From an optimization exercise on the open Yosys and OpenROAD flow, aimed at small area, a short achievable clock period and few clock cycles per item; shortcuts taken in it are not production practice. Only simulation tests tie the RTL to the original design; equivalence was not proved.

==> inputs of v39 <==
==> flow/design.v (excerpt) <==
module epdc (
    input  wire        clk,
    input  wire        rst,           
    input  wire        wr_en,
    input  wire [7:0]  wr_addr,       
    input  wire [15:0] wr_data,
    input  wire        start,
    input  wire [7:0]  len,           
    output reg         busy,
    output reg         done,
    output wire [8:0]  edge_pos,      
    output wire [8:0]  liq_pos,       
    output wire [16:0] thr_near,
    output wire [7:0]  bnd_near,      
    output wire [16:0] thr_far,
    output wire [7:0]  bnd_far,       
    output wire        edge_ext,
    output wire [5:0]  n_peaks,
    input  wire [4:0]  pk_idx,
    output wire [7:0]  pk_pos,        
    output wire [15:0] pk_amp,
    output wire [7:0]  pk_left,       
    output wire [7:0]  pk_right,      
    output wire [15:0] pk_prom,
    output wire [1:0]  pk_role        
);
export LEC_CHECK = 0
export CAP_MARGIN = 20
export CORE_MARGIN = 2
export CORE_UTILIZATION = 40
export PLACE_DENSITY = 0.6
export SLEW_MARGIN = 20
create_clock -name core_clock -period 22.0 [get_ports {clk}]
standard.sh (not shown) runs the stock make flow with config.mk's settings and CLKGATE_MAP_FILE= SYNTH_SCRIPT=/design/flow/synth_recipe.tcl, a recipe that flattens the netlist after the stock synthesis.
==> flow/flow/run.sh <==
#!/bin/bash
set -euo pipefail
sed 's/"\${@:-finish}"/SETUP_SLACK_MARGIN=11 "${@:-finish}"/' standard.sh > strong.sh
grep -q 'SETUP_SLACK_MARGIN=11' strong.sh
bash strong.sh > make.log 2>&1
==> v25: changes against v39 <==
--- a/flow/design.v
+++ b/flow/design.v
@@ -201,29 +201,29 @@
     wire c_first = (sc == 6'd0);          
     wire c_sp01  = (sc == 6'd1);          
     wire c_32    = (sc == 6'd32);         
     wire c_last  = (sc == 6'd33);         
     reg [15:0] sr_0, sr_1, sr_2, sr_3;    
     reg [15:0] sp_0, sp_1, sp_2, sp_3;    
     always @(posedge clk) begin
         if (adv) begin
-            pu0 <= wu0; pu1 <= wu1; pu2 <= wu2; pu3 <= wu3;
-            pm0 <= wm0; pm1 <= wm1; pm2 <= wm2; pm3 <= wm3;
             if (!run) begin
-                wu0 <= 16'd0; wu1 <= 16'd0; wu2 <= 16'd0; wu3 <= 16'd0;
-                wm0 <= 3'd0;  wm1 <= 3'd0;  wm2 <= 3'd0;  wm3 <= 3'd0;
+                pu0 <= 16'd0; pu1 <= 16'd0; pu2 <= 16'd0; pu3 <= 16'd0;
+                pm0 <= 3'd0;  pm1 <= 3'd0;  pm2 <= 3'd0;  pm3 <= 3'd0;
             end else begin
-                wu0 <= mul3333(rb0); wu1 <= mul3333(rb1);
-                wu2 <= mul3333(rb2); wu3 <= mul3333(rb3);
-                wm0 <= mod5_small(nib_fold({3'd0, rb0}));
-                wm1 <= mod5_small(nib_fold({3'd0, rb1}));
-                wm2 <= mod5_small(nib_fold({3'd0, rb2}));
-                wm3 <= mod5_small(nib_fold({3'd0, rb3}));
+                pu0 <= wu0; pu1 <= wu1; pu2 <= wu2; pu3 <= wu3;
+                pm0 <= wm0; pm1 <= wm1; pm2 <= wm2; pm3 <= wm3;
             end
+            wu0 <= mul3333(rb0); wu1 <= mul3333(rb1);
+            wu2 <= mul3333(rb2); wu3 <= mul3333(rb3);
+            wm0 <= mod5_small(nib_fold({3'd0, rb0}));
+            wm1 <= mod5_small(nib_fold({3'd0, rb1}));
+            wm2 <= mod5_small(nib_fold({3'd0, rb2}));
+            wm3 <= mod5_small(nib_fold({3'd0, rb3}));
             sp_0 <= sr_0; sp_1 <= sr_1;
             sp_2 <= c_sp01 ? ed_q3 : sr_2;
             sp_3 <= c_sp01 ? ed_q4 : sr_3;
             sr_0 <= c_first ? 16'hffff : c_last ? ed_q3 : ln0;
             sr_1 <= (c_first || c_last) ? 16'hffff : ln1;
             sr_2 <= c_last ? 16'hffff : ln2;
             sr_3 <= c_32 ? ed_q4 : c_last ? 16'hffff : ln3;
         end
@@ -275,87 +275,98 @@
             f_a[j]    = (lp[j] != 8'd0) && !lt1r[j+1] && gt90[j+1];
             f_dn[j]   = (lp[j] != 8'd130) && !lt1[j+2] && gt90[j+3];
             f_cand[j] = (lp[j] != 8'd0) && (lp[j] != 8'd130) && lt1[j+1] &&
                         !lt1[j+2] && ge225[j+2];
             f_q[j]    = (lp[j] <= 8'd128) && lt250[j+2] && lt250[j+3] && lt250[j+4];
             f_act[j]  = e_val && (j >= off) && (lp[j] <= 8'd130);
         end
     end
-    wire        nc_ok = (ncand != 6'd32);
-    wire [3:0]  f_st  = f_act & f_cand;
+    wire        nc_ok  = (ncand != 6'd32);
+    wire        nc_ok2 = pd_v ? nc_ok : (ncand < 6'd31);
+    wire [3:0]  f_st   = f_act & f_cand;
     wire [3:0]  pend_at;
     assign pend_at[0] = pd_v || (nc_ok && f_st[0]);
     assign pend_at[1] = pd_v || (nc_ok && |f_st[1:0]);
     assign pend_at[2] = pd_v || (nc_ok && |f_st[2:0]);
     assign pend_at[3] = pd_v || (nc_ok && |f_st[3:0]);
-    wire [3:0]  cmp_at = f_act & pend_at & ~f_dn;
-    wire        stall = (cmp_at[0] & f_act[1]) | (cmp_at[1] & f_act[2]) |
-                        (cmp_at[2] & f_act[3]);
+    wire [3:0]  cmp_at  = f_act & pend_at & ~f_dn;
+    wire [3:0]  cmp_1st = cmp_at & ~{|cmp_at[2:0], |cmp_at[1:0], cmp_at[0], 1'b0};
+    wire        stall = nc_ok2 && ((cmp_1st[0] & |f_st[3:1]) | (cmp_1st[1] & |f_st[3:2]) |
+                                   (cmp_1st[2] & f_st[3]));
     assign adv = !stall;
     reg        e_comp;
     reg [1:0]  e_jc;
     reg [7:0]  n_lr_pos;
     reg [15:0] n_lr_min;
     reg        n_pd_v;
     reg [7:0]  n_pd_pos, n_pd_lb;
     reg [15:0] n_pd_amp, n_pd_lmin;
     reg [5:0]  n_ncand;
-    reg [7:0]  c_pos, c_lb, c_rb;
+    reg [7:0]  c_pos, c_lb, c_rb, c_nq;
     reg [15:0] c_amp, c_lmin, c_rmin;
-    reg        c_q;
+    reg        c_q, done1;
     reg        qb_v;                  
     reg [7:0]  qb_pos;
     reg        stop;
     always @(*) begin
         n_lr_pos  = lr_pos;
         n_lr_min  = lr_min;
         n_pd_v    = pd_v;
         n_pd_pos  = pd_pos;
         n_pd_lb   = pd_lb;
         n_pd_amp  = pd_amp;
         n_pd_lmin = pd_lmin;
         n_ncand   = ncand;
         e_comp    = 1'b0;
         e_jc      = 2'd3;
         c_pos = pd_pos; c_lb = pd_lb; c_rb = 8'd0;
-        c_amp = pd_amp; c_lmin = pd_lmin; c_rmin = 16'd0; c_q = 1'b0;
+        c_amp = pd_amp; c_lmin = pd_lmin; c_rmin = 16'd0; c_q = 1'b0; c_nq = 8'd0;
         qb_v   = 1'b0;
         qb_pos = 8'd0;
         stop   = 1'b0;
+        done1  = 1'b0;
         for (j = 0; j < 4; j = j + 1) begin
+            if (f_act[j] && !stop && done1 && f_cand[j] && n_ncand != 6'd32) begin
+                stop = 1'b1;
+                e_jc = j;
+            end
             if (f_act[j] && !stop) begin
                 if (!f_a[j]) begin
                     n_lr_pos = lp[j];
                     n_lr_min = m3[j];
                 end
-                if (f_cand[j] && !n_pd_v && nc_ok) begin
+                if (f_cand[j] && !n_pd_v && n_ncand != 6'd32) begin
                     n_pd_v    = 1'b1;
                     n_pd_pos  = lp[j];
                     n_pd_amp  = sv[j+2];
                     n_pd_lb   = n_lr_pos;
                     n_pd_lmin = n_lr_min;
                     n_ncand   = ncand + 6'd1;
                 end
                 if (f_q[j] && !qb_v) begin
                     qb_v   = 1'b1;
                     qb_pos = lp[j];
                 end
-                if (cmp_at[j]) begin
+                if (done1 && f_q[j] && !c_q) begin
+                    c_q  = 1'b1;
+                    c_nq = lp[j];
+                end
+                if (cmp_at[j] && !done1) begin
                     e_comp = 1'b1;
-                    e_jc   = j;
+                    done1  = 1'b1;
                     c_pos  = n_pd_pos;
                     c_lb   = n_pd_lb;
                     c_amp  = n_pd_amp;
                     c_lmin = n_pd_lmin;
                     c_rb   = lp[j];
                     c_rmin = m3[j+2];
                     c_q    = f_q[j];
+                    c_nq   = lp[j];
                     n_pd_v = 1'b0;
-                    stop   = 1'b1;
                 end
             end
         end
     end
     reg        rc_v;
     reg [7:0]  rc_rb;
     reg [15:0] rc_rmin;
     wire [7:0]  rc_pos  = pd_pos;
@@ -364,17 +375,20 @@
     wire [15:0] rc_lmin = pd_lmin;
     reg        rc_nqv;
     reg [7:0]  rc_nq;
     reg        cl_v;
     reg [7:0]  cl_pos, cl_lb, cl_rb;
     reg [15:0] cl_amp, cl_prom;
     reg        cl_nqv;
     reg [7:0]  cl_nq;
-    wire        m_flush = run && t == 6'd37;
+    reg         flushed, fin1, fin2;
+    wire        e_last_comp = pd_v || (nc_ok && |f_st[1:0]);
+    wire        m_flush = run && !flushed && !rc_v &&
+                          (t >= 6'd36 || (t == 6'd35 && !e_last_comp));
     wire [15:0] rc_vmin = lt16(rc_lmin, rc_rmin) ? rc_lmin : rc_rmin;
     wire [15:0] rc_prom = rc_amp - rc_vmin;
     wire        rc_nqv_r = rc_nqv || qb_v;
     wire [7:0]  rc_nq_r  = rc_nqv ? rc_nq : qb_pos;
     wire        cl_nqv_r = cl_nqv || qb_v;
     wire [7:0]  cl_nq_r  = cl_nqv ? cl_nq : qb_pos;
     wire        mg_gt    = lt16(cl_amp, rc_amp);
     wire [15:0] mg_min   = mg_gt ? cl_amp : rc_amp;
@@ -427,37 +441,37 @@
     wire       bl_nqv_r = bl_nqv || qb_v;
     wire [7:0] bl_nq_r  = bl_nqv ? bl_nq : qb_pos;
     wire [7:0]  lim_v  = 8'd131 - em_pos;
     wire [17:0] lim_p  = lim_v * 10'd410;
     wire [7:0]  lim_w  = em_pos + lim_p[17:10];
     wire        em_first = (np == 6'd0);
     wire        em_far   = lt8(lim, em_pos);
     wire        upd_li = !em_first && (!lfound || (em_far && lt16(lq_amp, em_amp)));
-    reg [7:0]  o_pos, o_lb, o_rb;
-    reg [15:0] o_amp, o_prom;
+    reg [55:0] o_lo, o_hi;
     reg        psel;
     integer    e;
     always @(*) begin
-        o_pos = 8'd0; o_lb = 8'd0; o_rb = 8'd0; o_amp = 16'd0; o_prom = 16'd0;
-        for (e = 0; e < 32; e = e + 1) begin
-            psel   = (pk_idx == e);
-            o_pos  = o_pos  | (tb_pos[e]  & {8{psel}});
-            o_lb   = o_lb   | (tb_lb[e]   & {8{psel}});
-            o_rb   = o_rb   | (tb_rb[e]   & {8{psel}});
-            o_amp  = o_amp  | (tb_amp[e]  & {16{psel}});
-            o_prom = o_prom | (tb_prom[e] & {16{psel}});
+        o_lo = 56'd0;
+        o_hi = 56'd0;
+        for (e = 0; e < 16; e = e + 1) begin
+            psel = (pk_idx[3:0] == e);
+            o_lo = o_lo | ({tb_pos[e], tb_lb[e], tb_rb[e], tb_amp[e], tb_prom[e]} & {56{psel}});
+            o_hi = o_hi | ({tb_pos[e+16], tb_lb[e+16], tb_rb[e+16], tb_amp[e+16], tb_prom[e+16]} &
+                           {56{psel}});
         end
     end
-    assign pk_pos   = o_pos;
-    assign pk_amp   = o_amp;
-    assign pk_left  = o_lb;
-    assign pk_right = o_rb;
-    assign pk_prom  = o_prom;
-    assign pk_role  = (pk_idx == 5'd0) ? 2'd1 : (pk_idx == li) ? 2'd2 : 2'd3;
+    wire [55:0] o_pk = pk_idx[4] ? o_hi : o_lo;
+    assign pk_pos   = o_pk[55:48];
+    assign pk_left  = o_pk[47:40];
+    assign pk_right = o_pk[39:32];
+    assign pk_amp   = o_pk[31:16];
+    assign pk_prom  = o_pk[15:0];
+    wire   pk_e0    = (pk_idx == 5'd0);
+    assign pk_role  = {!pk_e0, pk_e0 || (pk_idx != li)};
     reg        f_ok, f_ext;
     reg [7:0]  f_bnl, f_bfl;
     reg [15:0] f_ca, f_fa;
     wire       w_ext  = st_v && !lt16(st_amp, e_amp);
     wire [7:0] w_cr   = w_ext ? st_rb : e_rb;
     wire       w_lv   = w_ext ? sa_v : st_v;
     wire [15:0] w_la  = w_ext ? sa_amp : st_amp;
     wire       w_fne  = w_lv || sf_v;
@@ -481,31 +495,31 @@
     assign thr_near = f_ok ? tn_w : 17'd400;
     assign thr_far  = f_ok ? tf_w : 17'd250;
     assign bnd_near = !f_ok ? 8'd60 : bf_lt ? bf_raw : bn_raw;
     assign bnd_far  = !f_ok ? 8'd152 : bf_lt ? bn_raw : bf_eq ? bf_raw + 8'd1 : bf_raw;
     assign edge_ext = f_ok && f_ext;
     assign n_peaks  = f_ok ? np : 6'd0;
     always @(posedge clk) begin
         if (e_val) begin
-            off     <= adv ? 2'd0 : e_jc + 2'd1;
+            off     <= adv ? 2'd0 : e_jc;
             lr_pos  <= n_lr_pos;
             lr_min  <= n_lr_min;
             pd_v    <= n_pd_v;
             pd_pos  <= n_pd_pos;
             pd_lb   <= n_pd_lb;
             pd_amp  <= n_pd_amp;
             pd_lmin <= n_pd_lmin;
             ncand   <= n_ncand;
         end
         rc_v    <= e_comp;
         rc_rb   <= c_rb;
         rc_rmin <= c_rmin;
         rc_nqv  <= c_q;
-        rc_nq   <= c_rb;
+        rc_nq   <= c_nq;
         cl_nqv <= cl_nqv_r;
         cl_nq  <= cl_nq_r;
         if (rc_v) begin
             if (!cl_v || !mg_ok) begin
                 cl_v    <= 1'b1;
                 cl_pos  <= rc_pos;
                 cl_amp  <= rc_amp;
                 cl_lb   <= rc_lb;
@@ -597,17 +611,20 @@
             if (start) begin
                 busy <= 1'b1;
                 done <= 1'b0;
                 np   <= 6'd0;
                 if (len < 8'd171) begin
                     sent <= 1'b1;
                 end else begin
                     run    <= 1'b1;
-                    t      <= 6'd0;
+                    t      <= 6'd1;
+                    flushed <= 1'b0;
+                    fin1   <= 1'b0;
+                    fin2   <= 1'b0;
                     off    <= 2'd0;
                     lr_pos <= 8'd0;
                     lr_min <= 16'hffff;
                     pd_v   <= 1'b0;
                     ncand  <= 6'd0;
                     cl_v   <= 1'b0;
                     li     <= 5'd0;
                     lfound <= 1'b0;
@@ -622,16 +639,21 @@
             end
         end else if (sent) begin
             sent     <= 1'b0;
             busy     <= 1'b0;
             done     <= 1'b1;
         end else begin
             if (adv)
                 t <= t + 6'd1;
-            if (t == 6'd39) begin
+            fin1 <= m_flush;
+            fin2 <= fin1;
+            if (m_flush)
+                flushed <= 1'b1;
+            if (fin2) begin
+                t    <= 6'd0;
                 run  <= 1'b0;
                 busy <= 1'b0;
                 done <= 1'b1;
             end
         end
     end
 endmodule
- CTS_BUF_LIST: default -> sky130_fd_sc_hd__clkbuf_16
- CTS_CLUSTER_DIAMETER: default -> 80
- CTS_CLUSTER_SIZE: default -> 24
==> results.txt <==
Global route
Global routing consumed, over all layers together, 27.7% of the routing resources. The number of antenna violations at the first check in global routing is between 40 and 50. The via count of the first global-routing pass was about 140k.

Worst hold path
The startpoint of the worst hold path is ed_s4[14].

Layout
The filler-free cell count of the finished design is between 20k and 25k. The final-stage net count is around 17k. Across the whole layout, storage elements make up around 56% of the cell area. The layout contains a multi-input combinational cell count of a little over 9k.

Die
The die outline width is ~740 µm. In this run the core area contains around 270 standard-cell rows. During tapcell insertion the tool placed ~7k well taps.

Setup path
The number of buffers and inverters on the critical path is 4. On the critical path, the stage with the largest delay is an instance of or3_4. In this run the worst setup path terminates at pk_amp[13].

Yosys
Ranked by instance count, the synthesized netlist is headed by 4432 x edfxtp_1, 1513 x a22oi_1, 1019 x ha_1. Synthesis produced a netlist with a net count of roughly 17k.

Outcome
The run finished with no timing, DRC or antenna violations.

Detailed routing
The average routed wire per standard cell is 33.4 µm.

Clock network
For the worst-skew pair, the clock arrives at the later sink with an insertion delay of about 1.1 ns.
# the run above: v39

==> results.txt <==
Setup path
The number of buffers and inverters on the critical path is 5. The end of the critical path is pk_left[1].

Outcome
The flow ran to the end and the layout has no timing, DRC or antenna violations.

Die
The placement row count is between 200 and 300.

Global route
The via count of the first global-routing pass was approximately 130k. The global-route usage over all layers is about 27%.

Yosys
Counting every net in the synthesized netlist gives around 17k. By count the netlist is led by 4435 x edfxtp_1, 1475 x a22oi_1, 1021 x inv_1.

Clock network
The later-pin clock latency in the skew report is 1.06 ns.

Detailed routing
Dividing the detail-routed wire length by the instance count gives between 30 and 40 µm.

Layout
Of the total standard cell area in the layout, the sequential portion is between 50% and 60%. Once layout is complete, the cells apart from fillers number approximately 23k.
# the run above: v25

Testbench counts of v39, summed over its fixed seeds: cycles 67,161, items 384.
Testbench counts of v25, summed over its fixed seeds: cycles 65,247, items 384.

==> re-timing with driven ports <==
In the flow no input, the clock included, has a driving cell. The finished layouts below were timed again as built, in two steps. Step 1 assumes that a clkbuf_16 drives the clock port and a buf_2 every other input. Step 2 times the ports against the registers' clock, not the clock port: input delays grow and output delays shrink by t, the midpoint of the rising clock arrivals with the driver on. a / b / c = no drivers / after step 1 / after step 2; a / b = the first two.
run | t, ns | setup slack, ns | pins driven straight from the clock port
v39 | 1.171 | 10.896 / 10.849 / 10.849 | 1
v25 | 1.076 | 10.862 / 10.797 / 10.797 | 1
After both steps setup and hold are still met in every run listed. For v25, which loses most, drivers alone change the setup slack by -0.065 ns; drivers and shift together by -0.065 ns.
